Context: an optimization exercise on an open-source flow, tuned for small area, a short achievable clock period and few clock cycles. The choices shown serve that exercise and are no tape-out recipe. In this exercise RTL edits were held to simulation tests only and were not proved equivalent to the original.

==> design/flow/design.v <==
module bxc_acc (
    input  wire        clk,
    input  wire        rst,           
    input  wire        start,
    input  wire        cfg_b58,       
    input  wire        cfg_decode,    
    input  wire [8:0]  cfg_radix,     
    input  wire        in_valid,
    input  wire [8:0]  in_data,
    output wire        in_ready,
    output wire        out_valid,
    output wire [9:0]  out_data,
    input  wire        out_ready,
    output wire        busy,
    output reg  [2:0]  err_code,
    output reg  [31:0] err_pos
);
    localparam B    = 4;             
    localparam S    = 2 * B;         
    localparam NA   = 64 - S;        
    localparam TAP  = 2;             
    localparam FINE = 16;            
    localparam LMIN = 2;
    localparam NBW  = 3;             
    localparam [2:0] ST_IDLE  = 3'd0,
                     ST_FILL  = 3'd1,    
                     ST_RUN   = 3'd2,    
                     ST_OUT   = 3'd3,    
                     ST_FLUSH = 3'd4,    
                     ST_DRAIN = 3'd5;    
    localparam [2:0] E_NONE     = 3'd0,
                     E_INVALID  = 3'd1,
                     E_CAPACITY = 3'd5,
                     E_BADCFG   = 3'd7;
    function [7:0] rom58;
        input [5:0] v;
        begin
            if (v < 6'd9)       rom58 = 8'h31 + {2'b00, v};
            else if (v < 6'd17) rom58 = 8'h41 + {2'b00, v} - 8'd9;
            else if (v < 6'd22) rom58 = 8'h4A + {2'b00, v} - 8'd17;
            else if (v < 6'd33) rom58 = 8'h50 + {2'b00, v} - 8'd22;
            else if (v < 6'd44) rom58 = 8'h61 + {2'b00, v} - 8'd33;
            else                rom58 = 8'h6D + {2'b00, v} - 8'd44;
        end
    endfunction
    function [6:0] tab58;
        input [7:0] c;
        begin
            if (c >= 8'h31 && c <= 8'h39)      tab58 = {1'b1, c[5:0] - 6'h31};
            else if (c >= 8'h41 && c <= 8'h48) tab58 = {1'b1, 6'd9  + (c[5:0] - 6'h01)};
            else if (c >= 8'h4A && c <= 8'h4E) tab58 = {1'b1, 6'd17 + (c[5:0] - 6'h0A)};
            else if (c >= 8'h50 && c <= 8'h5A) tab58 = {1'b1, 6'd22 + (c[5:0] - 6'h10)};
            else if (c >= 8'h61 && c <= 8'h6B) tab58 = {1'b1, 6'd33 + (c[5:0] - 6'h21)};
            else if (c >= 8'h6D && c <= 8'h7A) tab58 = {1'b1, 6'd44 + (c[5:0] - 6'h2D)};
            else                               tab58 = 7'd0;
        end
    endfunction
    function [6:0] grom;
        input       dec;
        input [5:0] grp;
        begin
            if ({dec, grp} == {1'b0, 6'd0}) grom = 7'd32;
            else if ({dec, grp} == {1'b0, 6'd1}) grom = 7'd11;
            else if ({dec, grp} == {1'b0, 6'd2}) grom = 7'd8;
            else if ({dec, grp} == {1'b0, 6'd3}) grom = 7'd7;
            else if ({dec, grp} == {1'b0, 6'd4}) grom = 7'd7;
            else if ({dec, grp} == {1'b0, 6'd5}) grom = 7'd7;
            else if ({dec, grp} == {1'b0, 6'd6}) grom = 7'd6;
            else if ({dec, grp} == {1'b0, 6'd7}) grom = 7'd6;
            else if ({dec, grp} == {1'b0, 6'd8}) grom = 7'd6;
            else if ({dec, grp} == {1'b0, 6'd9}) grom = 7'd6;
            else if ({dec, grp} == {1'b0, 6'd10}) grom = 7'd6;
            else if ({dec, grp} == {1'b0, 6'd11}) grom = 7'd5;
            else if ({dec, grp} == {1'b0, 6'd12}) grom = 7'd5;
            else if ({dec, grp} == {1'b0, 6'd13}) grom = 7'd5;
            else if ({dec, grp} == {1'b0, 6'd14}) grom = 7'd5;
            else if ({dec, grp} == {1'b0, 6'd15}) grom = 7'd5;
            else if ({dec, grp} == {1'b0, 6'd16}) grom = 7'd5;
            else if ({dec, grp} == {1'b0, 6'd17}) grom = 7'd5;
            else if ({dec, grp} == {1'b0, 6'd18}) grom = 7'd5;
            else if ({dec, grp} == {1'b0, 6'd19}) grom = 7'd5;
            else if ({dec, grp} == {1'b0, 6'd20}) grom = 7'd5;
            else if ({dec, grp} == {1'b0, 6'd21}) grom = 7'd5;
            else if ({dec, grp} == {1'b0, 6'd22}) grom = 7'd5;
            else if ({dec, grp} == {1'b0, 6'd23}) grom = 7'd5;
            else if ({dec, grp} == {1'b0, 6'd24}) grom = 7'd5;
            else if ({dec, grp} == {1'b0, 6'd25}) grom = 7'd5;
            else if ({dec, grp} == {1'b0, 6'd26}) grom = 7'd5;
            else if ({dec, grp} == {1'b0, 6'd27}) grom = 7'd5;
            else if ({dec, grp} == {1'b0, 6'd28}) grom = 7'd5;
            else if ({dec, grp} == {1'b0, 6'd29}) grom = 7'd5;
            else if ({dec, grp} == {1'b0, 6'd30}) grom = 7'd5;
            else if ({dec, grp} == {1'b0, 6'd31}) grom = 7'd5;
            else if ({dec, grp} == {1'b0, 6'd32}) grom = 7'd4;
            else if ({dec, grp} == {1'b1, 6'd0}) grom = 7'd2;
            else if ({dec, grp} == {1'b1, 6'd1}) grom = 7'd2;
            else if ({dec, grp} == {1'b1, 6'd2}) grom = 7'd3;
            else if ({dec, grp} == {1'b1, 6'd3}) grom = 7'd3;
            else if ({dec, grp} == {1'b1, 6'd4}) grom = 7'd3;
            else if ({dec, grp} == {1'b1, 6'd5}) grom = 7'd3;
            else if ({dec, grp} == {1'b1, 6'd6}) grom = 7'd3;
            else if ({dec, grp} == {1'b1, 6'd7}) grom = 7'd3;
            else if ({dec, grp} == {1'b1, 6'd8}) grom = 7'd4;
            else if ({dec, grp} == {1'b1, 6'd9}) grom = 7'd4;
            else if ({dec, grp} == {1'b1, 6'd10}) grom = 7'd4;
            else if ({dec, grp} == {1'b1, 6'd11}) grom = 7'd4;
            else if ({dec, grp} == {1'b1, 6'd12}) grom = 7'd4;
            else if ({dec, grp} == {1'b1, 6'd13}) grom = 7'd4;
            else if ({dec, grp} == {1'b1, 6'd14}) grom = 7'd4;
            else if ({dec, grp} == {1'b1, 6'd15}) grom = 7'd4;
            else if ({dec, grp} == {1'b1, 6'd16}) grom = 7'd4;
            else if ({dec, grp} == {1'b1, 6'd17}) grom = 7'd4;
            else if ({dec, grp} == {1'b1, 6'd18}) grom = 7'd4;
            else if ({dec, grp} == {1'b1, 6'd19}) grom = 7'd4;
            else if ({dec, grp} == {1'b1, 6'd20}) grom = 7'd4;
            else if ({dec, grp} == {1'b1, 6'd21}) grom = 7'd4;
            else if ({dec, grp} == {1'b1, 6'd22}) grom = 7'd4;
            else if ({dec, grp} == {1'b1, 6'd23}) grom = 7'd4;
            else if ({dec, grp} == {1'b1, 6'd24}) grom = 7'd4;
            else if ({dec, grp} == {1'b1, 6'd25}) grom = 7'd4;
            else if ({dec, grp} == {1'b1, 6'd26}) grom = 7'd4;
            else if ({dec, grp} == {1'b1, 6'd27}) grom = 7'd4;
            else if ({dec, grp} == {1'b1, 6'd28}) grom = 7'd4;
            else if ({dec, grp} == {1'b1, 6'd29}) grom = 7'd4;
            else if ({dec, grp} == {1'b1, 6'd30}) grom = 7'd4;
            else if ({dec, grp} == {1'b1, 6'd31}) grom = 7'd4;
            else if ({dec, grp} == {1'b1, 6'd32}) grom = 7'd4;
            else grom = 7'd32;
        end
    endfunction
    reg  [2:0]   state;
    reg          busy_r;
    reg          in_ready_r;
    reg          out_valid_r;
    reg  [9:0]   out_data_r;
    reg  [8:0]   lr;             
    reg  [9:0]   nlr;            
    reg  [9:0]   nlr1;           
    reg          ldec;
    reg          lb58;
    reg          raw_v;          
    reg  [8:0]   raw_d;
    reg  [8*B-1:0] qb;           
    reg  [NBW-1:0] nq;
    reg          nz_seen;        
    reg          end_taken;
    reg          stop_in;        
    reg  [7:0]   cs_cur;         
    reg  [7:0]   cs_prev;        
    reg  [6:0]   ph;             
    reg  [5:0]   L;              
    reg  [6:0]   len;            
    reg  [NBW-1:0] nbc;          
    reg  [8*B-1:0] pb;           
    reg  [B-1:0] pact;           
    reg  [B-1:0] pact_prev;      
    reg  [6:0]   Lr0;            
    reg          firstp;         
    reg          z0_r;           
    reg  [S-1:0] fst_r;          
    reg  [S-1:0] act_r;          
    reg  [B-1:0] ovf;            
    reg  [6:0]   wr;             
    reg  [6:0]   jn;             
    reg          endtok;         
    reg  [8*NA-1:0] R;
    reg  [8*S-1:0]  X;
    reg  [8*B-1:0]  XA;          
    reg  [4*S-1:0]  QR;          
    reg  [8*B-1:0]  HR;          
    reg  [B-1:0] CB;             
    assign busy      = busy_r;
    assign in_ready  = in_ready_r;
    assign out_valid = out_valid_r;
    assign out_data  = out_data_r;
    wire [6:0] Lr      = {1'b0, L} + S;
    wire       ph_last = (ph == Lr - 7'd1);
    wire       run     = (state == ST_RUN);
    wire       raw_eos  = raw_d[8];
    wire [7:0] raw_byte = raw_d[7:0];
    wire [6:0] raw_t58  = tab58(raw_byte);
    wire       raw_bad  = ldec && (lb58 ? !raw_t58[6] : ({1'b0, raw_byte} >= lr));
    wire [7:0] raw_val  = (ldec && lb58) ? {2'b00, raw_t58[5:0]} : raw_byte;
    wire       taking   = (state == ST_FILL || run) && !stop_in;
    wire       use_raw  = raw_v && taking && !raw_eos;      
    wire       sym_bad  = use_raw && raw_bad;
    wire       sym_cnt  = use_raw && !raw_bad;
    wire       sym_q    = sym_cnt && (raw_val != 8'd0 || nz_seen);
    wire       in_stop  = end_taken || stop_in;
    wire       go_first = (state == ST_FILL) && (nq == B || (in_stop && nq != 0));
    wire       bnd      = go_first || (run && ph_last);
    wire [8*S-1:0] st_out;
    wire [4*S-1:0] st_q;
    wire [8*S-1:0] st_acc;
    wire [S-1:0]   st_cb;
    wire [S-1:0]   st_act;
    wire [S-1:0]   st_fst;
    genvar k;
    generate
        for (k = 0; k < S; k = k + 1) begin : g_st
            localparam integer U = k / 2;
            localparam integer H = k % 2;
            wire [7:0] cin = (k == 0) ? (z0_r ? 8'd0 : R[7:0]) : X[8*((k == 0) ? 0 : k - 1) +: 8];
            wire       fst = fst_r[k];
            wire       act = act_r[k];
            wire [7:0] sym = pb[8*U +: 8];
            wire [3:0] qr  = QR[4*k +: 4];
            wire [7:0] xa  = XA[8*U +: 8];
            wire [7:0] hr  = HR[8*U +: 8];
            assign st_act[k] = act;
            assign st_fst[k] = fst;
            bxc_acc_stage #(.H(H)) u_st (
                .cin(cin), .sym(sym), .qr(qr), .xa(xa), .hr(hr), .cb(CB[U]),
                .fst(fst), .act(act), .ldec(ldec), .lr(lr), .nlr(H == 0 ? nlr : nlr1),
                .cout(st_out[8*k +: 8]), .q(st_q[4*k +: 4]),
                .acc(st_acc[8*k +: 8]), .cbo(st_cb[k]));
        end
    endgenerate
    reg [B-1:0] ovf_now;
    integer u;
    always @(*) begin
        for (u = 0; u < B; u = u + 1) begin
            ovf_now[u] = 1'b0;
            if (!ldec && fst_r[2*u]   && pact_prev[u] && QR[8*u +: 4]   != 4'd0) ovf_now[u] = 1'b1;
            if (!ldec && fst_r[2*u+1] && pact_prev[u] && QR[8*u+4 +: 4] != 4'd0) ovf_now[u] = 1'b1;
            if ( ldec && fst_r[2*u+1] && pact_prev[u] && (HR[8*u +: 8] != 8'd0 || CB[u])) ovf_now[u] = 1'b1;
        end
    end
    reg [NBW-1:0] ovf_u;
    always @(*) begin
        ovf_u = {NBW{1'b0}};
        for (u = B - 1; u >= 0; u = u - 1)
            if (ovf[u] || ovf_now[u]) ovf_u = u;
    end
    wire [6:0] jx      = (ph >= S) ? ph - S : ph + L;         
    wire       jx_nz   = (X[8*S-1 -: 8] != 8'd0);
    reg  [6:0] grow;             
    wire       jx_ok   = !(firstp && ph < S);                
    wire       len_up  = jx_nz && jx_ok && jx >= len;
    wire [6:0] len_n   = len_up ? jx + 7'd1 : len;
    wire [7:0] need    = {1'b0, len_n} + {1'b0, grow};
    function [5:0] lfit;
        input [7:0] x;
        reg   [7:0] a, l;
        begin
            a = x - S;
            l = a + ((a <= FINE) ? 8'd1 : 8'd3);
            if (x <= S)         lfit = 6'd0;
            else if (l >= NA)   lfit = NA[5:0];
            else if (a <= FINE) lfit = {l[5:1], 1'b0};
            else                lfit = {l[5:2], 2'b00};
        end
    endfunction
    wire [5:0] L_lo    = lfit({1'b0, len} + {1'b0, grow});
    wire [5:0] L_hi    = lfit({1'b0, Lr} + {1'b0, grow});
    wire [5:0] L_ext   = (jx_nz && jx_ok) ? L_hi : L_lo;
    wire [511:0] V = {X, R};
    wire [7:0] w0_t    = {1'b0, len} - 8'd1 - {1'b0, ph};
    wire [6:0] w0      = w0_t[7] ? w0_t[6:0] + Lr : w0_t[6:0];
    wire [6:0] rd_w    = (state == ST_OUT) ? wr : w0;
    wire [6:0] rd_off  = rd_w - {1'b0, L};
    wire [5:0] rd_idx  = (rd_w < {1'b0, L}) ? rd_w[5:0] : (6'd63 - rd_off[5:0]);
    wire [7:0] rd_cell = V[8*rd_idx +: 8];
    wire [7:0] rd_char = (lb58 && !ldec) ? rom58(rd_cell[5:0]) : rd_cell;
    wire drained = in_stop && nq == 0 && !use_raw && pact == {B{1'b0}} && ph >= S;
    wire cfg_ok = cfg_b58 || (cfg_radix >= 9'd2 && cfg_radix <= 9'd256);
    wire [NBW:0] q_after  = {1'b0, (bnd ? {NBW{1'b0}} : nq)} + {{NBW{1'b0}}, sym_q};
    wire         rdy_room = !end_taken && !(raw_v && raw_eos) && !stop_in && !sym_bad && (q_after < B);
    wire         rdy_full = (q_after >= B - 1);
    integer j;
    always @(posedge clk) begin
        for (j = 0; j < NA; j = j + 1) begin
            if (j == NA - 1)
                R[8*j +: 8] <= X[8*S-1 -: 8];
            else if ((j < FINE) ? ((j % TAP) == TAP - 1) : ((j % (2*TAP)) == 2*TAP - 1))
                R[8*j +: 8] <= (L == j + 1) ? X[8*S-1 -: 8] : R[8*(j+1) +: 8];
            else
                R[8*j +: 8] <= R[8*(j+1) +: 8];
        end
        X <= st_out;
        for (j = 0; j < S; j = j + 1) begin
            if (st_act[j]) QR[4*j +: 4] <= st_q[4*j +: 4];
        end
        for (j = 0; j < B; j = j + 1) begin
            if (st_act[2*j]) XA[8*j +: 8] <= st_acc[8*(2*j) +: 8];
            if (st_act[2*j+1]) begin
                HR[8*j +: 8] <= st_acc[8*(2*j+1) +: 8];
                CB[j] <= st_cb[2*j+1];
            end
        end
        begin
            if (in_valid && in_ready_r) begin
                raw_v <= 1'b1;
                raw_d <= in_data;
            end else if (raw_v) begin
                raw_v <= 1'b0;
            end
            if (raw_v && raw_eos && state != ST_IDLE)
                end_taken <= 1'b1;
            if (sym_bad)
                stop_in <= 1'b1;
            if (sym_cnt)
                err_pos <= err_pos + 32'd1;
            if (sym_q)
                nz_seen <= 1'b1;
            if (bnd) begin
                pb <= qb;
                pact_prev <= pact;
                for (j = 0; j < B; j = j + 1)
                    pact[j] <= (j < nq);
                nbc       <= nq;
                cs_prev   <= cs_cur + {7'd0, sym_cnt};
                cs_cur    <= {5'd0, nq} + {7'd0, sym_cnt};
                if (sym_q) begin
                    qb[7:0] <= raw_val;
                    nq    <= 1;
                end else begin
                    nq    <= 0;
                end
            end else begin
                cs_prev <= cs_prev + {7'd0, sym_cnt};
                cs_cur  <= cs_cur  + {7'd0, sym_cnt};
                if (sym_q) begin
                    for (j = 0; j < B; j = j + 1)
                        if (nq == j) qb[8*j +: 8] <= raw_val;
                    nq     <= nq + 1'b1;
                end
            end
            grow <= grom(ldec, lr[8:3]);
            nlr  <= 10'd0 - {1'b0, lr};
            nlr1 <= nlr;
            fst_r <= {fst_r[S-2:0], bnd};
            for (j = 0; j < S; j = j + 1) begin
                if (j == 0 ? bnd : fst_r[j-1])
                    act_r[j] <= (j == 0) ? (nq != 0) : pact[j/2];
            end
            if (bnd) begin
                Lr0    <= Lr;
                firstp <= go_first;
            end
            z0_r <= go_first || (run && !bnd && (firstp || (ph + 7'd1 >= Lr0)));
            if (go_first)
                ph <= 7'd0;
            else if (state != ST_IDLE && state != ST_FILL)
                ph <= ph_last ? 7'd0 : ph + 7'd1;
            if (run && ph == S - 1 && pact != {B{1'b0}} && L_ext > L)
                L <= L_ext;
            if (run && len_up)
                len <= jx + 7'd1;
            if (run && ph == S - 1)
                ovf <= {B{1'b0}};
            else
                ovf <= ovf | ovf_now;
            in_ready_r <= 1'b0;
            case (state)
                ST_IDLE: begin
                    out_valid_r <= 1'b0;
                    raw_v       <= 1'b0;
                    lr          <= cfg_b58 ? 9'd58 : cfg_radix;
                    ldec        <= cfg_decode;
                    lb58        <= cfg_b58;
                    nq          <= 0;
                    nz_seen     <= 1'b0;
                    end_taken   <= 1'b0;
                    stop_in     <= 1'b0;
                    cs_cur      <= 8'd0;
                    cs_prev     <= 8'd0;
                    ph          <= 7'd0;
                    L           <= LMIN;
                    len         <= 7'd0;
                    pact        <= {B{1'b0}};
                    pact_prev   <= {B{1'b0}};
                    fst_r       <= {S{1'b0}};
                    act_r       <= {S{1'b0}};
                    ovf         <= {B{1'b0}};
                    if (start) begin
                        err_pos <= 32'd0;
                        if (cfg_ok) begin
                            err_code   <= E_NONE;
                            busy_r     <= 1'b1;
                            state      <= ST_FILL;
                            in_ready_r <= 1'b1;
                        end else begin
                            err_code <= E_BADCFG;
                        end
                    end
                end
                ST_FILL, ST_RUN: begin
                    in_ready_r <= rdy_room && !(in_valid && in_ready_r && (in_data[8] || rdy_full));
                    if (state == ST_FILL && in_stop && nq == 0 && !raw_v) begin
                        if (stop_in) begin
                            err_code    <= E_INVALID;
                            state       <= ST_FLUSH;
                            out_valid_r <= 1'b1;
                            out_data_r  <= 10'h300;
                        end else begin
                            state       <= ST_OUT;
                            jn          <= 7'd0;
                            endtok      <= 1'b0;
                        end
                    end else if (state == ST_FILL && go_first) begin
                        state <= ST_RUN;
                    end else if (run && ph == S - 1 && (ovf | ovf_now) != {B{1'b0}}) begin
                        err_code    <= E_CAPACITY;
                        err_pos     <= err_pos - {24'd0, cs_prev} + {{(32-NBW){1'b0}}, ovf_u};
                        state       <= ST_FLUSH;
                        in_ready_r  <= 1'b0;
                        out_valid_r <= 1'b1;
                        out_data_r  <= 10'h300;
                    end else if (run && drained) begin
                        in_ready_r <= 1'b0;
                        if (stop_in) begin
                            err_code    <= E_INVALID;
                            state       <= ST_FLUSH;
                            out_valid_r <= 1'b1;
                            out_data_r  <= 10'h300;
                        end else begin
                            state       <= ST_OUT;
                            out_valid_r <= 1'b1;
                            if (len == 7'd0) begin
                                out_data_r <= 10'h100;
                                endtok     <= 1'b1;
                                jn         <= 7'd0;
                            end else begin
                                out_data_r <= {2'b00, rd_char};
                                endtok     <= 1'b0;
                                jn         <= len - 7'd1;
                                wr         <= (w0 >= 7'd2) ? w0 - 7'd2 : w0 + Lr - 7'd2;
                            end
                        end
                    end
                end
                ST_OUT: begin
                    if (!out_valid_r || out_ready) begin
                        if (out_valid_r && endtok) begin
                            out_valid_r <= 1'b0;
                            busy_r      <= 1'b0;
                            state       <= ST_IDLE;
                            err_code    <= E_NONE;
                            err_pos     <= 32'd0;
                        end else if (jn != 7'd0) begin
                            out_valid_r <= 1'b1;
                            out_data_r  <= {2'b00, rd_char};
                            jn          <= jn - 7'd1;
                            wr          <= (wr >= 7'd2) ? wr - 7'd2 : wr + Lr - 7'd2;
                        end else begin
                            out_valid_r <= 1'b1;
                            out_data_r  <= 10'h100;
                            endtok      <= 1'b1;
                            wr          <= (wr >= 7'd1) ? wr - 7'd1 : wr + Lr - 7'd1;
                        end
                    end else begin
                        wr <= (wr >= 7'd1) ? wr - 7'd1 : wr + Lr - 7'd1;
                    end
                end
                ST_FLUSH: begin
                    if (out_ready) begin
                        out_valid_r <= 1'b0;
                        if (end_taken || (raw_v && raw_eos)) begin
                            busy_r <= 1'b0;
                            state  <= ST_IDLE;
                        end else begin
                            state      <= ST_DRAIN;
                            in_ready_r <= 1'b1;
                        end
                    end
                end
                ST_DRAIN: begin
                    if (in_valid && in_ready_r && in_data[8]) begin
                        busy_r <= 1'b0;
                        state  <= ST_IDLE;
                    end else begin
                        in_ready_r <= 1'b1;
                    end
                end
                default: begin
                    state  <= ST_IDLE;
                    busy_r <= 1'b0;
                end
            endcase
        end
        if (rst) begin
            state       <= ST_IDLE;
            busy_r      <= 1'b0;
            in_ready_r  <= 1'b0;
            out_valid_r <= 1'b0;
            err_code    <= E_NONE;
            err_pos     <= 32'd0;
        end
    end
endmodule
module bxc_acc_stage #(
    parameter H = 0
) (
    input  wire [7:0] cin,
    input  wire [7:0] sym,
    input  wire [3:0] qr,
    input  wire [7:0] xa,
    input  wire [7:0] hr,
    input  wire       cb,
    input  wire       fst,
    input  wire       act,
    input  wire       ldec,
    input  wire [8:0] lr,
    input  wire [9:0] nlr,
    output wire [7:0] cout,
    output wire [3:0] q,
    output wire [7:0] acc,
    output wire       cbo
);
    integer i;
    wire [7:0] e_r [0:4];
    wire [3:0] e_q;
    assign e_r[0] = cin;
    genvar g;
    generate
        for (g = 0; g < 4; g = g + 1) begin : g_er
            bxc_acc_erow u_r (
                .rem(e_r[g]), .b(fst ? sym[(H == 0 ? 7 : 3) - g] : qr[g]), .nlr(nlr),
                .remo(e_r[g+1]), .q(e_q[g]));
        end
    endgenerate
    wire [7:0] e_rem = e_r[4];
    reg [7:0] d_acc;
    reg [3:0] d_p;
    reg [8:0] d_s;
    reg [3:0] d_bits;
    reg [8:0] d_sum;
    reg [7:0] d_out;
    always @(*) begin
        d_acc  = (H == 0) ? 8'd0 : xa;
        d_bits = (H == 0) ? cin[3:0] : cin[7:4];
        for (i = 0; i < 4; i = i + 1) begin
            d_s    = {1'b0, d_acc} + (d_bits[i] ? lr : 9'd0);
            d_p[i] = d_s[0];
            d_acc  = d_s[8:1];
        end
        if (H == 0) begin
            d_sum = 9'd0;
            d_out = {cin[7:4], d_p};
        end else begin
            d_sum = {1'b0, d_p, cin[3:0]} + (fst ? {1'b0, sym} : {1'b0, hr})
                    + {8'd0, (fst ? 1'b0 : cb)};
            d_out = d_sum[7:0];
        end
    end
    assign cout = !act ? cin : (ldec ? d_out : e_rem);
    assign q    = e_q;
    assign acc  = d_acc;
    assign cbo  = d_sum[8];
endmodule
module bxc_acc_erow (
    input  wire [7:0] rem,
    input  wire       b,
    input  wire [9:0] nlr,
    output wire [7:0] remo,
    output wire       q
);
    wire [9:0] d = {1'b0, rem, b} + nlr;
    assign q    = !d[9];
    assign remo = d[9] ? {rem[6:0], b} : d[7:0];
endmodule
==> design/flow/constraint.sdc <==
create_clock -name core_clock -period 36.0 [get_ports {clk}]
set_input_delay 7.2000 -clock core_clock [delete_from_list [all_inputs] [get_ports {clk}]]
set_output_delay 7.2000 -clock core_clock [all_outputs]
set_load 0.01 [all_outputs]
==> design/flow/flow/run.sh <==
#!/bin/bash
# Layout flow: the standard ORFS flow (standard.sh, synthesis unchanged),
# with the port buffers built from sky130_fd_sc_hd__buf_2 cells instead of the
# delay-buffer cells buffer_ports picks by default. Every input and output
# port still gets its own buffer.
set -euo pipefail
export BUFFER_PORTS_ARGS="-buffer_cell sky130_fd_sc_hd__buf_2"
bash standard.sh finish > standard_flow.log 2>&1
==> design/flow/standard.sh <==
#!/bin/bash
# synth_recipe.tcl (not shown) runs the flow's synth.tcl, then flattens the netlist and writes it again
# the make line also repeats each setting of config.mk as NAME=value (left out here)
make -C /OpenROAD-flow-scripts/flow DESIGN_CONFIG=/design/flow/config.mk WORK_HOME=/design/flow/orfs CLKGATE_MAP_FILE= SYNTH_SCRIPT=/design/flow/synth_recipe.tcl "${@:-finish}"
==> design/flow/config.mk <==
export PLATFORM = sky130hd
export DESIGN_NAME = bxc_acc
export DESIGN_NICKNAME = bxc_acc
export VERILOG_FILES = /design/flow/design.v
export SDC_FILE = /design/flow/constraint.sdc
export NUM_CORES = 4
export LEC_CHECK = 0
export CAP_MARGIN = 70
export CORE_MARGIN = 2
export CORE_UTILIZATION = 40
export PLACE_DENSITY = 0.6
export SLEW_MARGIN = 70
export SYNTH_HIERARCHICAL = 1
==> results of run 1 <==
[routing by layer]
layer | up-vias | routed length (µm) | global-route usage | share of wire
met5 | - | 27 | 0 | 0.00013
met4 | 4 | 6981 | 0.07461 | 0.033
met3 | 321 | 13750 | 0.03247 | 0.065
met2 | 1625 | 95090 | 0.3715 | 0.45
met1 | 27910 | 96290 | 0.3213 | 0.45
li1 | 27500 | - | - | -
[layout make-up]
| cell class | instances | area (µm²) | area share |
|---|---|---|---|
| Antenna cell | 4 | 10.01 | 0.0001285 |
| Clock buffer | 119 | 2621 | 0.03365 |
| Clock inverter | 55 | 681.9 | 0.008755 |
| Inverter | 428 | 1609 | 0.02066 |
| Multi-Input combinational cell | 5894 | 48660 | 0.6247 |
| Sequential cell | 865 | 19570 | 0.2512 |
| Tap cell | 2325 | 2909 | 0.03735 |
| Timing Repair Buffer | 246 | 1832 | 0.02352 |
[final timing paths]
path	from	to	cells past startpoint
max	ph[0]	out_data_r[2]	35
min	R[249]	R[241]	0
max reg2reg	ph[0]	out_data_r[2]	35
min reg2reg	R[249]	R[241]	0
[sequential cells by signal, summed over array words and instances, names as in the netlist, 9 cells and up]
name / flops
qb: 32
lr: 9
R: 448
raw_d: 9
XA: 32
nlr: 10
nlr1: 10
pb: 32
HR: 32
QR: 32
X: 64
out_data_r: 10
err_pos: 32
[stage by stage]
stage / util / instances / cell area [µm²] / setup slack, ps
finish: 0.4486 / 9936 / 77890 / 27020
CTS: 0.4469 / 9926 / 77590 / 27080
floorplan: - / 7378 / 69730 / 27290
detailed placement: 0.4278 / 9752 / 74280 / 27000
global placement: 0.4215 / 9709 / 73180 / 26430
global route: 0.4485 / 9932 / 77880 / 26470
==> key figures, run 1 <==
Logic synthesis
  • Post-Syn Nets: 8220
  • Syn Area/Cell: 9.452 µm²
  • Yosys Warn Count: 9
  • Syn Inst Count: 7378
  • Netlist Area Pre-Place: 69730 µm²

GRT
  • Initial antenna violation count: 15
  • Vias in the first global route: 55230
  • GRT overflow: 0
  • First-pass GRT wire length: 326.9 mm
  • Total track usage: 0.2320
  • Largest net degree at the start of global routing: 51

Clocking
  • Post-CTS resize count: 0
  • Clk sinks: 865
  • # hold bufs at CTS: 0
  • Clock latency on the worst-skew pair: 730 ps
  • Cts bufs inserted: 93
  • CTS max path bufs: 3
  • CTS tree: yes
  • Reg clk slew, reported paths: 70 ps
  • # H-tree levels: 3
  • Post-CTS setup buffer count: 0
  • CTS root buf: clkbuf_16

Floorplanning
  • IO Pins: 73
  • Die Wd: 421.5 µm
  • Die area: 177700 µm²
  • Die Span Y: 421.5 µm
  • Core area: 173600 µm²
  • Core Rows: 153
  • Starting Density: 0.4016

Routing
  • Drt total wl: 212.1 mm
  • Final antenna-violating net count: 0
  • Per-cell routed wire length: 21.35 µm
  • Vias per cell: 5.773
  • DRC: 0
  • Via count: 57360
  • Pre-antenna DRT Iters: 6
  • DRT iter0 DRCs: 4638

Layout
  • Share of cells above drive strength 1: 0.1817
  • Most common cell after layout, fill and taps aside: ha_1
  • FILL cells: 16540
  • Area grow syn2layout: 11.69%
  • Most frequent cells in the layout: ha_1, dfxtp_1, nand2_1, a21oi_1, mux2_2
  • Layout Nets: 8370

Job
  • Max-cap violations: 0

STA
  • Tmin final: 8979 ps
  • RSZ-0062 raised after global routing: no
  • # setup viols final: 0
  • Clock skew after layout: 53.45 ps
  • Setup tns final: 0 ps
  • Max Fclk: 0.1114 GHz
  • Count of final hold-check violations: 0
  • Fin. max-slew vios: 0
  • Actual slew at the worst max-slew pin: 459.3 ps
  • Tcrit/Tclk final: 0.2494
  • Slew headroom: 0.6924
  • Worst Hold Margin: 329.3 ps

Critical path
  • Worst EP required: 36470 ps
  • Setup Crit Path Kind: reg -> reg
  • Crit path max-delay family: simple AND/OR/NAND/NOR gates
  • WP data arrival: 9450 ps
  • Crit-path max FO: 22
  • Crit path buf inv count: 8
  • Worst setup SP type: flop
  • Endpoint type of the worst setup path: flop
  • R2R Setup Slk: 27020 ps
  • CP max stage delay: 540 ps
  • Critical path's slowest cell: fa_1

Status
  • Status: timing/DRC/antenna clean

Place
  • Post-DP HPWL: 157.9 mm
  • Gp weighted congestion: 0.9205
  • PortBufs: 72

Hold path
  • Worst min path class: reg -> reg
Testbench counts, summed over its fixed seeds: cycles 47,093.
==> inputs of run 2 (changes only) <==
--- a/design/flow/design.v
+++ b/design/flow/design.v
@@ -257,4 +257,6 @@
     wire [511:0] V = {X, R};
-    wire [7:0] w0_t    = {1'b0, len} - 8'd1 - {1'b0, ph};
-    wire [6:0] w0      = w0_t[7] ? w0_t[6:0] + Lr : w0_t[6:0];
+    reg  [6:0] w0;
+    wire [6:0] len_nx  = (run && len_up) ? jx + 7'd1 : len;
+    wire [6:0] ph_nx   = ph_last ? 7'd0 : ph + 7'd1;
+    wire [7:0] w0_t    = {1'b0, len_nx} - 8'd1 - {1'b0, ph_nx};
     wire [6:0] rd_w    = (state == ST_OUT) ? wr : w0;
@@ -331,2 +333,3 @@
             nlr1 <= nlr;
+            w0 <= w0_t[7] ? w0_t[6:0] + Lr : w0_t[6:0];
             fst_r <= {fst_r[S-2:0], bnd};
--- a/design/flow/config.mk
+++ b/design/flow/config.mk
@@ -7,3 +7,3 @@
 export LEC_CHECK = 0
-export CAP_MARGIN = 70
+export CAP_MARGIN = 60
 export CORE_MARGIN = 2
@@ -11,3 +11,3 @@
 export PLACE_DENSITY = 0.6
-export SLEW_MARGIN = 70
+export SLEW_MARGIN = 60
 export SYNTH_HIERARCHICAL = 1
==> key figures, run 2 <==
Status
  • Status: timing/DRC/antenna clean

Critical path
  • Critical-path cell list: buf_2
  • R2R Path End: X[4]
  • R2R Setup Slk: 27450 ps (+430 ps)
  • Critical path's slowest cell: dfxtp_1
  • Worst EP required: 28800 ps (-7670 ps)
  • Crit-path max FO: 6 (-73%)
  • CP max stage delay: 530 ps (about the same)
  • Worst setup SP type: flop
  • WP data arrival: 1450 ps (-8000 ps)
  • Setup Crit Path Kind: reg -> out
  • R2R depth: 26 (-26%)
  • Reg2reg start: R[5]
  • WP depth: 1 (-97%)
  • Crit path max-delay family: flip-flops
  • Crit path buf inv count: 1 (-7)
  • Endpoint type of the worst setup path: output pin

STA
  • Final WS setup: 27350 ps (+325.6 ps)
  • RSZ-0062 raised after global routing: no
  • Count of final hold-check violations: 0 (unchanged)
  • Setup tns final: 0 ps (unchanged)
  • Clock skew after layout: 100.6 ps (+47.20 ps)
  • Max Fclk: 0.1156 GHz (+3.8%)
  • Worst Hold Margin: 275.1 ps (-54.17 ps)
  • # setup viols final: 0 (unchanged)
  • Fin. max-slew vios: 0 (unchanged)
  • Actual slew at the worst max-slew pin: 635.3 ps (+176.0 ps)
  • Tmin final: 8653 ps (-325.6 ps)
  • Slew headroom: 0.5644 (-0.1280)
  • Tcrit/Tclk final: 0.2404 (-0.009044)

GRT
  • GRT overflow: 0 (unchanged)
  • Vias in the first global route: 54150 (-1.9%)
  • Most Crowded Layer GR: met2
  • Largest net degree at the start of global routing: 64 (+25%)
  • Grt met1 use: 0.3079 (-0.01337)
  • Met3 Usage GRT: 0.03028 (-0.002192)
  • First-pass GRT wire length: 312.4 mm (-4.5%)
  • Initial antenna violation count: 8 (-7)
  • Met2 Use GR: 0.3680 (-0.003489)
  • Total track usage: 0.2259 (-0.006051)

Layout
  • Area taken by multi-input logic gates: 46540 µm² (-4.4%)
  • FILL cells: 16160 (-2.3%)
  • Layout Nets: 8171 (-2.4%)
  • Largest register by flop count: R
  • Largest register FFs: 448 (unchanged)
  • Most common cell after layout, fill and taps aside: ha_1
  • Top Registers: R (448), X (64)
  • Most frequent cells in the layout: ha_1, dfxtp_1, a21oi_1, nand2_1, mux2_2
  • Post-Layout Cell Count: 9637 (-3.0%)
  • Area grow syn2layout: 10.69%
  • Share of cells above drive strength 1: 0.1644 (-0.01728)
  • Sequential cell area: 19670 µm² (+0.52%)

Floorplanning
  • Starting Density: 0.4028 (+0.001158)
  • IO Pins: 73 (unchanged)
  • Die Wd: 416.9 µm (-1.1%)
  • Die Span Y: 416.9 µm (-1.1%)
  • Die area: 173800 µm² (-2.2%)
  • Core Rows: 151 (-1.3%)
  • Core area: 169300 µm² (-2.5%)

Routing
  • DRT iter0 DRCs: 4011 (-14%)
  • Drt total wl: 200.8 mm (-5.4%)
  • Vias per cell: 5.724 (-0.85%)
  • Via count: 55160 (-3.8%)
  • Per-cell routed wire length: 20.83 µm (-2.4%)
  • DRC: 0 (unchanged)
  • Pre-antenna DRT Iters: 6 (unchanged)
  • Final antenna-violating net count: 0 (unchanged)

Place
  • Placed cells: 9442 (-3.2%)
  • Post-DP HPWL: 149.0 mm (-5.6%)
  • PortBufs: 72 (unchanged)
  • Gp weighted congestion: 0.9004 (-2.2%)
  • Pre-CTS setup slack: 26610 ps (-392.7 ps)

Hold path
  • Worst hold start: R[209]
  • Worst hold stages: 0 (unchanged)
  • Worst min path class: reg -> reg
  • Worst Hold Endpoint: R[201]

Logic synthesis
  • Post-Syn Nets: 8037 (-2.2%)
  • Syn Inst Count: 7193 (-2.5%)
  • Syn Area/Cell: 9.479 µm² (+0.29%)
  • Netlist Area Pre-Place: 68180 µm² (-2.2%)
  • Yosys Warn Count: 9 (unchanged)

Clocking
  • Cts bufs inserted: 101 (+8.6%)
  • # H-tree levels: 3 (unchanged)
  • Reg clk slew, reported paths: 70 ps (about the same)
  • Clock latency on the worst-skew pair: 800 ps (+70 ps)
  • Post-CTS resize count: 0 (unchanged)
  • CTS root buf: clkbuf_16
  • CTS max path bufs: 3 (unchanged)
  • CTS tree: yes
  • # hold bufs at CTS: 0 (unchanged)
  • Post-CTS setup buffer count: 0 (unchanged)
  • Clk sinks: 872 (+0.81%)

Job
  • Max-cap violations: 0 (unchanged)
run 2: area by class of cell:
type                    instances  area share
diodes                          4   0.0001326
clock buffers                 129     0.03679
clock inverters                62    0.009449
inverters                     433     0.02153
multi-input cells            5715      0.6166
flip-flops and latches        872      0.2606
well taps                    2218     0.03677
repair buffers                204     0.01812
run 2: metrics by stage:
step | instance area, µm² | utilization
2_1_floorplan | 68180 | -
3_3_place_gp | 71380 | 0.4217
3_5_place_dp | 71900 | 0.4247
4_1_cts | 75390 | 0.4453
5_1_grt | 75470 | 0.4458
6_report | 75480 | 0.4459
run 2: worst max-delay path by stage:
stage / slack [ps] / start / to
2_1_floorplan: 27190 / cfg_radix[6] / state[0]
3_3_place_gp: 26260 / cfg_radix[6] / state[2]
3_5_place_dp: 26610 / cfg_radix[6] / state[2]
4_1_cts: 27290 / out_valid_r / out_valid
5_1_grt: 27030 / R[5] / X[2]
6_report: 27350 / err_pos[11] / err_pos[11]
run 2: worst register-to-register path, cell delays in order, from the launching register on:
cell	delay, ps
dfxtp_1	440
nor2b_1	550
ha_1	390
a21oi_1	260
o21ai_0	150
nand2b_1	200
o211ai_4	340
mux2_2	420
ha_1	380
and2_4	180
a221oi_4	330
a21oi_2	120
o211ai_4	360
mux2_2	410
ha_1	370
and2_4	180
a221oi_4	320
a21oi_2	120
o211ai_4	390
mux2_2	430
ha_1	360
a21oi_1	260
o21ai_0	190
nand2b_1	210
o211ai_4	350
mux2_2	420
mux2_2	270
run 2: layer usage:
layer / share of wire / wire, µm / up-vias
met3: 0.056 / 11240 / 355
met2: 0.45 / 90540 / 1386
met5: 0.00016 / 33 / -
met1: 0.46 / 92010 / 26660
met4: 0.035 / 6929 / 4
li1: - / - / 26750
Testbench counts of run 2, summed over its fixed seeds: cycles 47,093.
==> inputs of run 3 (changes only) <==
--- a/design/flow/config.mk
+++ b/design/flow/config.mk
@@ -7,3 +7,3 @@
 export LEC_CHECK = 0
-export CAP_MARGIN = 60
+export CAP_MARGIN = 20
 export CORE_MARGIN = 2
@@ -11,3 +11,3 @@
 export PLACE_DENSITY = 0.6
-export SLEW_MARGIN = 60
+export SLEW_MARGIN = 70
 export SYNTH_HIERARCHICAL = 1
==> key figures, run 3 <==
Layout
  • Area grow syn2layout: 12.27%
  • Largest register by flop count: R
  • Final Util: 0.4522 (+0.006335)
  • Most common cell after layout, fill and taps aside: ha_1
  • Top Registers: R (448), X (64)
  • Layout Nets: 8213 (+0.51%)
  • Most frequent cells in the layout: ha_1, dfxtp_1, a21oi_1, nand2_1, mux2_2
  • FILL cells: 16150 (-0.11%)
  • Largest register FFs: 448 (unchanged)
  • Share of cells above drive strength 1: 0.1789 (+0.01454)

Hold path
  • Worst hold stages: 0 (unchanged)
  • Worst min path class: reg -> reg
  • Worst hold start: R[265]
  • Worst Hold Endpoint: R[257]

Routing
  • DRT iter0 DRCs: 4123 (+2.8%)
  • DRC: 0 (unchanged)
  • Pre-antenna DRT Iters: 5 (-1)
  • Per-cell routed wire length: 20.81 µm (-0.12%)
  • Vias per cell: 5.759 (+0.62%)
  • Drt total wl: 201.3 mm (+0.28%)
  • Via count: 55720 (+1.0%)
  • Final antenna-violating net count: 0 (unchanged)

Critical path
  • R2R depth: 28 (+7.7%)
  • Endpoint type of the worst setup path: output pin
  • Crit-path max FO: 6 (unchanged)
  • Worst EP required: 28800 ps (about the same)
  • Critical-path cell list: buf_2
  • R2R Setup Slk: 27510 ps (+60 ps)
  • Setup Crit Path Kind: reg -> out
  • Reg2reg start: nlr1[6]
  • R2R Path End: X[62]
  • Critical path's slowest cell: dfxtp_1
  • WP data arrival: 1460 ps (about the same)
  • Crit path buf inv count: 1 (unchanged)
  • CP max stage delay: 540 ps (about the same)
  • Worst setup SP type: flop
  • Crit path max-delay family: flip-flops

Floorplanning
  • Starting Density: 0.4028 (unchanged)
  • Die Wd: 416.9 µm (unchanged)
  • Core Rows: 151 (unchanged)
  • IO Pins: 73 (unchanged)
  • Die Span Y: 416.9 µm (unchanged)
  • Die area: 173800 µm² (unchanged)
  • Core area: 169300 µm² (unchanged)

STA
  • Clock skew after layout: 84.49 ps (-16.16 ps)
  • Count of final hold-check violations: 0 (unchanged)
  • RSZ-0062 raised after global routing: no
  • Tmin final: 8661 ps (+7.600 ps)
  • Setup tns final: 0 ps (unchanged)
  • Fin. max-slew vios: 0 (unchanged)
  • Slew headroom: 0.6795 (+0.1152)
  • # setup viols final: 0 (unchanged)
  • Tcrit/Tclk final: 0.2406 (about the same)
  • Max Fclk: 0.1155 GHz (about the same)
  • Actual slew at the worst max-slew pin: 474.0 ps (-161.3 ps)

Job
  • Max-cap violations: 0 (unchanged)

GRT
  • Vias in the first global route: 54450 (+0.56%)
  • GRT overflow: 0 (unchanged)
  • Initial antenna violation count: 10 (+2)
  • First-pass GRT wire length: 313.1 mm (+0.23%)
  • Total track usage: 0.2263 (+0.0003734)
  • Largest net degree at the start of global routing: 48 (-25%)

Logic synthesis
  • Yosys Warn Count: 9 (unchanged)
  • Syn Inst Count: 7193 (unchanged)
  • Netlist Area Pre-Place: 68180 µm² (unchanged)
  • Post-Syn Nets: 8037 (unchanged)
  • Syn Area/Cell: 9.479 µm² (unchanged)

Clocking
  • Clk sinks: 872 (unchanged)
  • Post-CTS setup buffer count: 0 (unchanged)
  • CTS root buf: clkbuf_16
  • # H-tree levels: 3 (unchanged)
  • Post-CTS resize count: 0 (unchanged)
  • Clock latency on the worst-skew pair: 780 ps (-20 ps)
  • Cts bufs inserted: 101 (unchanged)
  • # hold bufs at CTS: 0 (unchanged)
  • CTS max path bufs: 3 (unchanged)
  • CTS tree: yes
  • Reg clk slew, reported paths: 60 ps (about the same)

Place
  • Post-DP HPWL: 150.6 mm (+1.0%)
  • PortBufs: 72 (unchanged)
  • Gp weighted congestion: 0.9004 (unchanged)

Status
  • Status: timing/DRC/antenna clean
==> run 3: layer usage <==
layer	wire length (µm)	up-vias	GRT usage
met5	26	-	0
li1	-	26850	-
met3	10760	359	0.02965
met4	7144	4	0.07670
met1	92360	27050	0.3098
met2	91040	1459	0.3664
==> run 3: per-stage QoR <==
step | worst slack, ps | hold slack [ps] | area (µm²) | instances
final | 27340 | 284.6 | 76550 | 9676
after global routing | 27080 | 292.9 | 76540 | 9673
after CTS | 27270 | 274.2 | 76230 | 9664
after detailed placement | 26700 | 329.7 | 72700 | 9475
after global placement | 26260 | 324.6 | 71380 | 9416
after floorplan | 27190 | 322.0 | 68180 | 7193
==> run 3: area by class of cell <==
type                    instances  area [µm²]  share of cell area
repair buffers                246        1849             0.02416
flip-flops and latches        872       19710              0.2574
clock buffers                 135        2815             0.03678
clock inverters                54       706.9            0.009235
diodes                          3       7.507          0.00009807
multi-input cells            5715       47060              0.6148
well taps                    2218        2775             0.03625
inverters                     433        1625             0.02123
==> run 3: how the worst max path moves through the flow <==
stage / depth (start not counted) / endpoint / slack [ps] / start
5_1_grt: 28 / X[46] / 27080 / nlr1[6]
3_3_place_gp: 10 / state[2] / 26260 / cfg_radix[6]
4_1_cts: 1 / out_valid / 27270 / out_valid_r
3_5_place_dp: 9 / state[0] / 26700 / cfg_radix[6]
6_report: 1 / err_pos[10] / 27340 / err_pos[10]
2_1_floorplan: 7 / state[0] / 27190 / cfg_radix[6]
==> inputs of run 4 (changes only) <==
--- a/design/flow/config.mk
+++ b/design/flow/config.mk
@@ -7,3 +7,3 @@
 export LEC_CHECK = 0
-export CAP_MARGIN = 20
+export CAP_MARGIN = 70
 export CORE_MARGIN = 2
==> key figures, run 4 <==
STA
  • RSZ-0062 raised after global routing: no
  • Fin. max-slew vios: 0 (unchanged)
  • Count of final hold-check violations: 0 (unchanged)
  • Slew headroom: 0.6765 (-0.003072)
  • Final WS setup: 27350 ps (+7.600 ps)
  • Tcrit/Tclk final: 0.2404 (about the same)
  • # setup viols final: 0 (unchanged)
  • Setup tns final: 0 ps (unchanged)
  • Clock skew after layout: 82.85 ps (-1.644 ps)
  • Tmin final: 8653 ps (-7.600 ps)
  • Actual slew at the worst max-slew pin: 484.6 ps (+10.62 ps)
  • Worst Hold Margin: 309.0 ps (+24.48 ps)
  • Max Fclk: 0.1156 GHz (about the same)

Floorplanning
  • Die Wd: 416.9 µm (unchanged)
  • Starting Density: 0.4028 (unchanged)
  • IO Pins: 73 (unchanged)
  • Die Span Y: 416.9 µm (unchanged)
  • Die area: 173800 µm² (unchanged)
  • Core area: 169300 µm² (unchanged)
  • Core Rows: 151 (unchanged)

Logic synthesis
  • Syn Area/Cell: 9.479 µm² (unchanged)
  • Syn Inst Count: 7193 (unchanged)
  • Post-Syn Nets: 8037 (unchanged)
  • Yosys Warn Count: 9 (unchanged)
  • Netlist Area Pre-Place: 68180 µm² (unchanged)

Critical path
  • CP max stage delay: 520 ps (-20 ps)
  • Endpoint type of the worst setup path: output pin
  • Worst EP required: 28800 ps (about the same)
  • Setup Crit Path Kind: reg -> out
  • Crit path max-delay family: flip-flops
  • Critical path's slowest cell: dfxtp_1
  • WP data arrival: 1450 ps (about the same)
  • Crit-path max FO: 8 (+2)
  • Critical-path cell list: buf_2
  • Worst setup SP type: flop
  • Crit path buf inv count: 1 (unchanged)

GRT
  • Total track usage: 0.2263 (about the same)
  • GRT overflow: 0 (unchanged)
  • Vias in the first global route: 54320 (-0.25%)
  • Initial antenna violation count: 7 (-3)
  • First-pass GRT wire length: 313.2 mm (about the same)
  • Largest net degree at the start of global routing: 48 (unchanged)

Clocking
  • Clk sinks: 872 (unchanged)
  • CTS root buf: clkbuf_16
  • CTS tree: yes
  • Post-CTS resize count: 0 (unchanged)
  • CTS max path bufs: 3 (unchanged)
  • Cts bufs inserted: 99 (-2.0%)
  • Post-CTS setup buffer count: 0 (unchanged)
  • Reg clk slew, reported paths: 60 ps (about the same)
  • # hold bufs at CTS: 0 (unchanged)
  • Clock latency on the worst-skew pair: 770 ps (about the same)
  • # H-tree levels: 3 (unchanged)

Layout
  • FILL cells: 16130 (-0.081%)
  • Sequential cell area: 19710 µm² (about the same)
  • Area taken by multi-input logic gates: 47070 µm² (about the same)
  • Final Util: 0.4513 (-0.0008580)
  • Share of cells above drive strength 1: 0.1776 (-0.001356)
  • Top Registers: R (448), X (64)
  • Most frequent cells in the layout: ha_1, dfxtp_1, a21oi_1, nand2_1, mux2_2
  • Largest register FFs: 448 (unchanged)
  • Post-Layout Cell Count: 9672 (-0.041%)
  • Final instance area: 76400 µm² (-0.19%)
  • Most common cell after layout, fill and taps aside: ha_1
  • Layout Nets: 8209 (-0.049%)
  • Largest register by flop count: R
  • Area grow syn2layout: 12.05%

Place
  • DP Area: 72700 µm² (about the same)
  • PortBufs: 72 (unchanged)
  • Pre-CTS setup slack: 26700 ps (-2.000 ps)
  • Gp weighted congestion: 0.9004 (unchanged)
  • Post-DP HPWL: 150.6 mm (about the same)
  • Placed cells: 9474 (-0.011%)

Routing
  • Drt total wl: 201.3 mm (about the same)
  • DRT iter0 DRCs: 4239 (+2.8%)
  • Final antenna-violating net count: 0 (unchanged)
  • Via count: 55490 (-0.42%)
  • Pre-antenna DRT Iters: 6 (+1)
  • Per-cell routed wire length: 20.81 µm (about the same)
  • DRC: 0 (unchanged)
  • Vias per cell: 5.737 (-0.38%)

Job
  • Max-cap violations: 0 (unchanged)

Status
  • Status: timing/DRC/antenna clean

Hold path
  • Worst min path class: reg -> reg
[run 4: worst register-to-register path: cells and delay by family, from the launching register on]
kind | cells | cell delay [ps]
multiplexers | 4 | 1620
AND/OR/NAND/NOR | 5 | 880
adder cells (fa/ha/maj) | 4 | 1460
flip-flops | 1 | 580
AO/OA/AOI/OAI | 14 | 3530
buffers and inverters | 1 | 320
[run 4: layout make-up]
cell class,instances,share of cell area
multi-input cells,5715,0.6161
flip-flops and latches,872,0.2580
clock buffers,138,0.03688
well taps,2218,0.03632
repair buffers,244,0.02409
inverters,433,0.02127
clock inverters,48,0.007206
diodes,4,0.0001310
[run 4: path summary, 6_finish.rpt]
path,startpoint,to,slack [ps],cells past startpoint
worst max-delay path,out_valid_r,out_valid,27350,1
worst min-delay path,R[109],R[101],310,0
worst max register to register,nlr1[4],X[14],27480,28
worst min register to register,R[109],R[101],310,0
[run 4: routing by layer]
layer  routed length, µm  global-route usage
met1               92390              0.3102
met3               10940             0.03031
met5                  34                   0
met4                7462             0.07762
met2               90480              0.3651
==> inputs of run 5 (changes only) <==
--- a/design/flow/config.mk
+++ b/design/flow/config.mk
@@ -11,3 +11,3 @@
 export PLACE_DENSITY = 0.6
-export SLEW_MARGIN = 70
+export SLEW_MARGIN = 20
 export SYNTH_HIERARCHICAL = 1
==> key figures, run 5 <==
Critical path
  • CP max stage delay: 470 ps (-50 ps)
  • Worst EP required: 28800 ps (about the same)
  • Worst setup SP type: flop
  • Crit path max-delay family: flip-flops
  • Critical-path cell list: buf_2
  • Crit path buf inv count: 1 (unchanged)
  • Setup Crit Path Kind: reg -> out
  • Critical path's slowest cell: dfxtp_1
  • Endpoint type of the worst setup path: output pin
  • WP data arrival: 1430 ps (-20 ps)
  • Crit-path max FO: 8 (unchanged)

Clocking
  • CTS root buf: clkbuf_16
  • # H-tree levels: 3 (unchanged)
  • CTS max path bufs: 3 (unchanged)
  • Reg clk slew, reported paths: 60 ps (about the same)
  • Post-CTS resize count: 0 (unchanged)
  • Post-CTS setup buffer count: 0 (unchanged)
  • Clk sinks: 872 (unchanged)
  • CTS tree: yes
  • # hold bufs at CTS: 0 (unchanged)
  • Cts bufs inserted: 101 (+2.0%)
  • Clock latency on the worst-skew pair: 800 ps (+30 ps)

STA
  • Slew headroom: 0.6443 (-0.03214)
  • Max Fclk: 0.1159 GHz (+0.26%)
  • Tmin final: 8631 ps (-22.30 ps)
  • Clock skew after layout: 96.94 ps (+14.09 ps)
  • Fin. max-slew vios: 0 (unchanged)
  • Actual slew at the worst max-slew pin: 530.3 ps (+45.68 ps)
  • # setup viols final: 0 (unchanged)
  • Tcrit/Tclk final: 0.2397 (-0.0006194)
  • Count of final hold-check violations: 0 (unchanged)
  • RSZ-0062 raised after global routing: no
  • Setup tns final: 0 ps (unchanged)

GRT
  • Met2 Use GR: 0.3724 (+0.007276)
  • First-pass GRT wire length: 314.3 mm (+0.33%)
  • GRT overflow: 0 (unchanged)
  • Grt met1 use: 0.3091 (-0.001024)
  • Largest net degree at the start of global routing: 34 (-29%)
  • Most Crowded Layer GR: met2
  • Total track usage: 0.2268 (+0.0005085)
  • Met3 Usage GRT: 0.02846 (-0.001851)
  • Initial antenna violation count: 9 (+2)
  • Vias in the first global route: 54920 (+1.1%)

Place
  • PortBufs: 72 (unchanged)
  • Post-DP HPWL: 154.5 mm (+2.6%)
  • Gp weighted congestion: 0.9004 (unchanged)

Logic synthesis
  • Syn Inst Count: 7193 (unchanged)
  • Post-Syn Nets: 8037 (unchanged)
  • Netlist Area Pre-Place: 68180 µm² (unchanged)
  • Yosys Warn Count: 9 (unchanged)
  • Syn Area/Cell: 9.479 µm² (unchanged)

Routing
  • Per-cell routed wire length: 20.54 µm (-1.3%)
  • DRT iter0 DRCs: 4319 (+1.9%)
  • Pre-antenna DRT Iters: 6 (unchanged)
  • Via count: 56340 (+1.5%)
  • DRC: 0 (unchanged)
  • Vias per cell: 5.732 (about the same)
  • Drt total wl: 201.9 mm (+0.31%)
  • Final antenna-violating net count: 0 (unchanged)

Layout
  • Most common cell after layout, fill and taps aside: ha_1
  • Largest register by flop count: R
  • Most frequent cells in the layout: ha_1, dfxtp_1, a21oi_1, nand2_1, mux2_2
  • Share of cells above drive strength 1: 0.1672 (-0.01041)
  • Largest register FFs: 448 (unchanged)
  • Final Util: 0.4529 (+0.001523)
  • Top Registers: R (448), X (64)
  • Layout Nets: 8367 (+1.9%)
  • Area grow syn2layout: 12.43%

Floorplanning
  • Core area: 169300 µm² (unchanged)
  • IO Pins: 73 (unchanged)
  • Die Span Y: 416.9 µm (unchanged)
  • Die area: 173800 µm² (unchanged)
  • Die Wd: 416.9 µm (unchanged)
  • Core Rows: 151 (unchanged)
  • Starting Density: 0.4028 (unchanged)

Status
  • Status: timing/DRC/antenna clean

Hold path
  • Worst min path class: reg -> reg

Job
  • Max-cap violations: 0 (unchanged)
[run 5: per-stage QoR]
step | hold slack (ps) | std cells | instance area, µm² | setup WS, ps
final | 271.7 | 9829 | 76660 | 27370
after global routing | 271.5 | 9827 | 76660 | 27090
after CTS | 264.6 | 9821 | 76610 | 27300
after detailed placement | 330.7 | 9632 | 73230 | 26650
after global placement | 324.6 | 9416 | 71380 | 26260
after floorplan | 322.0 | 7193 | 68180 | 27190
[run 5: final cells by class]
class,instances,area (µm²)
Sequential cell,872,19620
Clock inverter,50,515.5
Multi-Input combinational cell,5715,46210
Inverter,433,1625
Fill cell,16120,92620
Antenna cell,2,5.005
Clock buffer,139,2865
Tap cell,2218,2775
Timing Repair Buffer,400,3049
[run 5: worst paths after layout]
check | cells after the start | to | slack (ps) | from
worst max-delay path | 1 | out_valid | 27370 | out_valid_r
worst min-delay path | 0 | R[169] | 270 | R[177]
worst max register to register | 28 | X[30] | 27570 | nlr1[6]
worst min register to register | 0 | R[169] | 270 | R[177]
[run 5: per-layer routing]
metal,vias up,share of wire
met3,339,0.053
met1,27270,0.46
met2,1569,0.46
met5,-,0.000054
li1,27160,-
met4,2,0.033
==> inputs of run 6 (changes only) <==
--- a/design/flow/design.v
+++ b/design/flow/design.v
@@ -283,10 +283,8 @@
         for (j = 0; j < S; j = j + 1) begin
-            if (st_act[j]) QR[4*j +: 4] <= st_q[4*j +: 4];
+            QR[4*j +: 4] <= st_q[4*j +: 4];
         end
         for (j = 0; j < B; j = j + 1) begin
-            if (st_act[2*j]) XA[8*j +: 8] <= st_acc[8*(2*j) +: 8];
-            if (st_act[2*j+1]) begin
-                HR[8*j +: 8] <= st_acc[8*(2*j+1) +: 8];
-                CB[j] <= st_cb[2*j+1];
-            end
+            XA[8*j +: 8] <= st_acc[8*(2*j) +: 8];
+            HR[8*j +: 8] <= st_acc[8*(2*j+1) +: 8];
+            CB[j]        <= st_cb[2*j+1];
         end
--- a/design/flow/config.mk
+++ b/design/flow/config.mk
@@ -11,3 +11,3 @@
 export PLACE_DENSITY = 0.6
-export SLEW_MARGIN = 20
+export SLEW_MARGIN = 70
 export SYNTH_HIERARCHICAL = 1
==> key figures, run 6 <==
Status
  • Status: timing/DRC/antenna clean

STA
  • Tcrit/Tclk final: 0.2416 (+0.001811)
  • Slew headroom: 0.7031 (+0.05873)
  • # setup viols final: 0 (unchanged)
  • Clock skew after layout: 52.12 ps (-44.83 ps)
  • Actual slew at the worst max-slew pin: 441.7 ps (-88.58 ps)
  • Max Fclk: 0.1150 GHz (-0.75%)
  • Count of final hold-check violations: 0 (unchanged)
  • RSZ-0062 raised after global routing: no
  • Setup tns final: 0 ps (unchanged)
  • Tmin final: 8696 ps (+65.20 ps)
  • Fin. max-slew vios: 0 (unchanged)
  • Worst Hold Margin: 339.3 ps (+67.51 ps)

Critical path
  • Crit path max-delay family: flip-flops
  • R2R depth: 28 (unchanged)
  • Crit path buf inv count: 1 (unchanged)
  • R2R Setup Slk: 27460 ps (-110 ps)
  • Worst setup SP type: flop
  • Worst EP required: 28800 ps (about the same)
  • WP data arrival: 1500 ps (+70 ps)
  • Crit-path max FO: 8 (unchanged)
  • Critical-path cell list: buf_2
  • Reg2reg start: nlr1[4]
  • Setup Crit Path Kind: reg -> out
  • Critical path's slowest cell: dfxtp_1
  • Endpoint type of the worst setup path: output pin
  • CP max stage delay: 550 ps (+80 ps)
  • R2R Path End: X[30]

Routing
  • DRC: 0 (unchanged)
  • Via count: 54670 (-3.0%)
  • DRT iter0 DRCs: 3688 (-15%)
  • Pre-antenna DRT Iters: 6 (unchanged)
  • Final antenna-violating net count: 0 (unchanged)
  • Vias per cell: 5.650 (-1.4%)
  • Per-cell routed wire length: 19.95 µm (-2.9%)
  • Drt total wl: 193.0 mm (-4.4%)

Layout
  • Layout Nets: 8234 (-1.6%)
  • Share of cells above drive strength 1: 0.1666 (-0.0005261)
  • Final instance area: 74590 µm² (-2.7%)
  • Largest register by flop count: R
  • Most common cell after layout, fill and taps aside: ha_1
  • Top Registers: R (448), X (64)
  • Most frequent cells in the layout: ha_1, dfxtp_1, nand2_1, a21oi_1, mux2_2
  • Largest register FFs: 448 (unchanged)
  • Area grow syn2layout: 11.59%

Logic synthesis
  • Syn Area/Cell: 9.188 µm² (-3.1%)
  • Netlist Area Pre-Place: 66840 µm² (-2.0%)
  • Post-Syn Nets: 8120 (+1.0%)
  • Syn Inst Count: 7275 (+1.1%)
  • Yosys Warn Count: 9 (unchanged)

Floorplanning
  • Die Span Y: 412.8 µm (-0.98%)
  • Starting Density: 0.4011 (-0.001702)
  • Core Rows: 150 (-0.66%)
  • IO Pins: 73 (unchanged)
  • Die area: 170400 µm² (-1.9%)
  • Core area: 166700 µm² (-1.5%)
  • Die Wd: 412.8 µm (-0.98%)

Hold path
  • Worst hold stages: 0 (unchanged)
  • Worst Hold Endpoint: R[81]
  • Worst min path class: reg -> reg
  • Worst hold start: R[89]

GRT
  • Total track usage: 0.2219 (-0.004937)
  • GRT overflow: 0 (unchanged)
  • First-pass GRT wire length: 302.4 mm (-3.8%)
  • Initial antenna violation count: 8 (-1)
  • Vias in the first global route: 54230 (-1.3%)
  • Largest net degree at the start of global routing: 73 (+110%)

Clocking
  • Post-CTS setup buffer count: 0 (unchanged)
  • Post-CTS resize count: 0 (unchanged)
  • # hold bufs at CTS: 0 (unchanged)
  • Clk sinks: 872 (unchanged)
  • CTS tree: yes
  • Cts bufs inserted: 94 (-6.9%)
  • CTS max path bufs: 3 (unchanged)
  • CTS root buf: clkbuf_16
  • Clock latency on the worst-skew pair: 750 ps (-50 ps)
  • Reg clk slew, reported paths: 60 ps (about the same)
  • # H-tree levels: 3 (unchanged)

Place
  • PortBufs: 72 (unchanged)
  • Gp weighted congestion: 0.9017 (+0.14%)
  • Post-DP HPWL: 141.7 mm (-8.3%)
  • DP Area: 71000 µm² (-3.1%)

Job
  • Max-cap violations: 0 (unchanged)
==> run 6: worst max-delay path by stage <==
| stage | cells after the start | to | slack (ps) | from |
|---|---|---|---|---|
| 6_report | 1 | err_pos[0] | 27300 | err_pos[0] |
| 5_1_grt | 27 | X[34] | 27150 | nlr[6] |
| 4_1_cts | 1 | err_pos[0] | 27260 | err_pos[0] |
| 3_5_place_dp | 12 | state[0] | 26660 | cfg_radix[6] |
| 3_3_place_gp | 12 | state[0] | 26560 | cfg_radix[6] |
| 2_1_floorplan | 11 | state[0] | 27030 | cfg_radix[6] |
==> run 6: metrics by stage <==
stage | std cells | util | worst slack, ps
floorplan | 7275 | - | 27030
global placement | 9453 | 0.4192 | 26560
detailed placement | 9486 | 0.4260 | 26660
CTS | 9658 | 0.4455 | 27260
global route | 9669 | 0.4475 | 27150
finish | 9675 | 0.4476 | 27300
==> run 6: area by class of cell <==
class                           count  area [µm²]
Antenna cell                        6       15.01
Tap cell                         2204        2758
Clock buffer                      130        2711
Inverter                          432        1622
Fill cell                       16110       92070
Clock inverter                     42       545.5
Multi-Input combinational cell   5782       46580
Timing Repair Buffer              207        1675
Sequential cell                   872       18680
==> run 6: per-layer routing <==
layer | wire length [µm] | track usage | vias to the layer above
met5 | 25 | 0 | -
met4 | 6404 | 0.07567 | 4
met3 | 9586 | 0.02622 | 319
met2 | 87900 | 0.3680 | 1305
met1 | 89130 | 0.2977 | 26290
li1 | - | - | 26750
Testbench counts of run 6, summed over its fixed seeds: cycles 47,093.

## what the ideal ports hide
In the flow no input, the clock included, has a driving cell. The finished layouts below were timed again as built, in two steps.
Step 1: set_driving_cell puts a clkbuf_16 on clk and a buf_2 on each other input, an assumption about the parent block.
Step 2 adds t to the input delays and takes it off the output delays; t is the mean of the earliest and latest rising clock arrival at the registers after step 1. Input paths then give back, and output paths get back, about the clock's delay inside the block.
a / b / c = ideal / step 1 / step 2; a / b = the first two.
run | t, ns | setup WS [ns] | hold slack, ns | clock arrival spread, ns | worst slew at a driven data input, ns
run 1 | 0.786 | 27.021 / 27.021 / 26.956 | 0.329 / 0.329 / 0.329 | 0.055 / 0.056 | 0.03
run 2 | 0.835 | 27.347 / 27.259 / 26.664 | 0.275 / 0.275 / 0.275 | 0.102 / 0.103 | 0.04
run 3 | 0.825 | 27.339 / 27.252 / 26.706 | 0.285 / 0.285 / 0.285 | 0.087 / 0.088 | 0.04
run 4 | 0.807 | 27.347 / 27.269 / 26.699 | 0.309 / 0.309 / 0.309 | 0.085 / 0.086 | 0.04
run 5 | 0.832 | 27.369 / 27.285 / 26.628 | 0.272 / 0.272 / 0.272 | 0.098 / 0.097 | 0.04
run 6 | 0.803 | 27.304 / 27.221 / 26.765 | 0.339 / 0.339 / 0.339 | 0.056 / 0.055 | 0.06
After both steps every run listed still meets setup and hold. The setup slack of run 5, which loses most, moves by -0.084 ns with the drivers and by -0.741 ns with both steps.
